Context: an optimization exercise on an open-source flow, tuned for small area and few clock cycles. The choices shown serve that exercise and are no tape-out recipe.
Function was checked by simulation only, so behaviour that the tests miss may differ from the original.
Power figures rest on the tool's default switching activity, not on a simulated workload.

## cart_stream
module cart_stream (
    input  wire        clk,
    input  wire        rst,
    input  wire        op_valid,
    output wire        op_ready,
    input  wire [1:0]  op_code,
    input  wire [31:0] op_arg,
    output wire        a_valid,
    input  wire        a_ready,
    output reg  [7:0]  a_data,
    output wire        b_valid,
    input  wire        b_ready,
    output reg  [7:0]  b_data,
    input  wire        sa_valid,
    input  wire [7:0]  sa_data,
    input  wire        sb_valid,
    input  wire [7:0]  sb_data,
    output reg         w_valid,
    output reg  [15:0] w_data
);
    localparam [1:0] OP_SETUP   = 2'd0;
    localparam [1:0] OP_RESET   = 2'd1;
    localparam [1:0] OP_SETADDR = 2'd2;
    localparam [1:0] OP_READROM = 2'd3;
    reg        busy_a, busy_b;
    reg [1:0]  op;
    reg [31:0] arg;
    reg [11:0] ca;           
    reg [11:0] cb;           
    reg        fin_a, fin_b;   
    wire xfer_a = busy_a && a_ready;
  ...
export LEC_CHECK = 0
export ABC_AREA = 1
export CAP_MARGIN = 20
export CORE_MARGIN = 2
export CORE_UTILIZATION = 65
export CTS_CLUSTER_DIAMETER = 100
export CTS_CLUSTER_SIZE = 25
export SLEW_MARGIN = 20
create_clock -name core_clock -period 8.0 [get_ports {clk}]
standard.sh (not shown) runs the stock make flow with config.mk's settings and CLKGATE_MAP_FILE= SYNTH_SCRIPT=/design/flow/synth_recipe.tcl, a recipe that flattens the netlist after the stock synthesis.
==> flow/flow/run.sh <==
#!/bin/bash
# Own layout flow: the standard flow's synthesis with an area-oriented abc script for
# the combinational logic, then the standard layout (standard.sh) from
# floorplan to finish. Each tool's output goes to a log file here.
set -euo pipefail
cd "$(dirname "$0")/.."
W=$(pwd)
# synthesis (make runs yosys from the ORFS flow folder; the tcl finds
# synth_recipe.tcl through the absolute path below)
sed "s|\[file join \[pwd\] synth_recipe.tcl\]|$W/synth_recipe.tcl|" flow/own_synth.tcl > own_synth.tcl
cp flow/area.abc area.abc
make -C "$FLOW_HOME" DESIGN_CONFIG="$W/config.mk" WORK_HOME="$W/orfs" CLKGATE_MAP_FILE= \
  SYNTH_SCRIPT="$W/own_synth.tcl" synth > "$W/own_synth.log" 2>&1
# the rest of the layout, the standard flow's own steps, with the smallest buffer on the
# ports and clock tree synthesis without dummy loads
bash standard.sh "BUFFER_PORTS_ARGS=-buffer_cell sky130_fd_sc_hd__buf_1" \
  "CTS_ARGS=-sink_clustering_enable -repair_clock_nets -sink_clustering_size 25 -sink_clustering_max_diameter 100 -dont_use_dummy_load" \
  finish > "$W/standard_layout.log" 2>&1
==> flow/flow/area.abc <==
strash
ifraig
dc2
strash
&get -n
&dch -f
&nf -p -R 1000
&put
==> flow/flow/own_synth.tcl <==
# The standard synthesis (synth_recipe.tcl, unchanged), except that the
# technology mapping of the combinational logic runs abc with the area
# oriented script area.abc beside this file. Registers are mapped by
# dfflibmap before abc, exactly as in the standard synthesis.
set own_abc_script [file join [file dirname [file normalize [info script]]] area.abc]
proc abc {args} {
  set i [lsearch -exact $args -script]
  if { $i >= 0 } {
    set args [lreplace $args $i [expr {$i + 1}] -script $::own_abc_script]
  }
  yosys abc {*}$args
}
source [file join [pwd] synth_recipe.tcl]
Testbench counts at the start, summed over its fixed seeds: cycles 133,240.
Edit:
--- a/flow/flow/run.sh
+++ b/flow/flow/run.sh
@@ -16,3 +16,3 @@
 bash standard.sh "BUFFER_PORTS_ARGS=-buffer_cell sky130_fd_sc_hd__buf_1" \
-  "CTS_ARGS=-sink_clustering_enable -repair_clock_nets -sink_clustering_size 25 -sink_clustering_max_diameter 100 -dont_use_dummy_load" \
+  "CTS_ARGS=-sink_clustering_enable -repair_clock_nets -sink_clustering_size 27 -sink_clustering_max_diameter 100 -dont_use_dummy_load" \
   finish > "$W/standard_layout.log" 2>&1
Settings changed: CTS_CLUSTER_SIZE 25 to 27, PLACE_DENSITY from default to 0.85.
Effect: The changed run produced a clean layout. Clock skew rises by 0.0085 ns. Global-route usage falls by 1.1 points. Hold slack gets worse by 0.0097 ns. Combinational power falls by about 2%. Synthesized area is unchanged. Cell count hardly moves. Worst setup slack gets worse by 0.0074 ns. Flip-flop and latch count is unchanged. Count of clock-buffer cells in the layout falls by 6. Wire length falls by 2.5%. Critical path depth rises by 1.
Edit:
--- a/flow/flow/run.sh
+++ b/flow/flow/run.sh
@@ -13,6 +13,3 @@
   SYNTH_SCRIPT="$W/own_synth.tcl" synth > "$W/own_synth.log" 2>&1
-# the rest of the layout, the standard flow's own steps, with the smallest buffer on the
-# ports and clock tree synthesis without dummy loads
-bash standard.sh "BUFFER_PORTS_ARGS=-buffer_cell sky130_fd_sc_hd__buf_1" \
-  "CTS_ARGS=-sink_clustering_enable -repair_clock_nets -sink_clustering_size 27 -sink_clustering_max_diameter 100 -dont_use_dummy_load" \
-  finish > "$W/standard_layout.log" 2>&1
+# the rest of the layout, the standard flow's own steps
+bash standard.sh finish > "$W/standard_layout.log" 2>&1
==> flow/flow/area.abc (replaced) <==
strash
ifraig
dc2
strash
&get -n
&dch -f
&nf -a
&put
Settings changed: CTS_CLUSTER_SIZE 27 to 25, PLACE_DENSITY 0.85 to default.
Via count fell by 1.7%.
Total power rose by 1.0%.
Combinational power rose by about 2%.
Routed wire length rose by 2.7%.
Die area rose by 0.42%.
Maximum frequency rose by 2.2%.
Global-route usage rose by 0.74 points.
Edit:
--- a/flow/flow/run.sh
+++ b/flow/flow/run.sh
@@ -13,3 +13,6 @@
   SYNTH_SCRIPT="$W/own_synth.tcl" synth > "$W/own_synth.log" 2>&1
-# the rest of the layout, the standard flow's own steps
-bash standard.sh finish > "$W/standard_layout.log" 2>&1
+# the rest of the layout, the standard flow's own steps, with the smallest buffer on the
+# ports and clock tree synthesis without dummy loads
+bash standard.sh "BUFFER_PORTS_ARGS=-buffer_cell sky130_fd_sc_hd__buf_1" \
+  "CTS_ARGS=-sink_clustering_enable -repair_clock_nets -sink_clustering_size 27 -sink_clustering_max_diameter 100 -dont_use_dummy_load" \
+  finish > "$W/standard_layout.log" 2>&1
==> flow/flow/area.abc (replaced) <==
strash
ifraig
dc2
strash
&get -n
&dch -f
&nf -p -R 1000
&put
Settings changed: CTS_CLUSTER_SIZE 25 to 27.
Hold slack degrades by 0.0091 ns.
Die area is lower by 0.42%.
Cell area is lower by 1.2%.
Wire length is lower by 0.47%.
Sequential share of layout area is higher by 0.96 points.
Sequential cell count is unchanged.
Via count is lower by about 0.8%.
Non-clock buffer count is higher by 19.
Combinational power stays flat.

-- what the ideal ports hide --
Ports are ideal in the flow. The routed layouts listed here were re-timed in OpenROAD. Step 1 (the two cells are an assumption about what drives the block):
set clk [get_ports {clk}]
set_driving_cell -lib_cell sky130_fd_sc_hd__clkbuf_16 $clk
set_driving_cell -lib_cell sky130_fd_sc_hd__buf_2 [delete_from_list [all_inputs] $clk]
Step 2 also shifts input and output timing later by t, the mid clock arrival at the registers, as if the neighbouring blocks saw the same clock. a / b / c = ideal ports / drivers / drivers and shift; a / b = the first two.
| run | t, ns | setup slack, ns | slew at the worst register clock pin (ns) | pins driven straight from the clock port |
|---|---|---|---|---|
| the first run | 0.770 | 0.838 / 0.768 / 1.538 | 0.10 / 0.10 | 1 |
| the second run | 0.752 | 0.831 / 0.761 / 1.513 | 0.11 / 0.11 | 1 |
| the third run | 0.797 | 0.984 / 0.905 / 1.702 | 0.10 / 0.10 | 1 |
| the fourth run | 0.767 | 0.851 / 0.777 / 1.544 | 0.11 / 0.11 | 1 |
After both steps setup and hold are still met in every run listed.
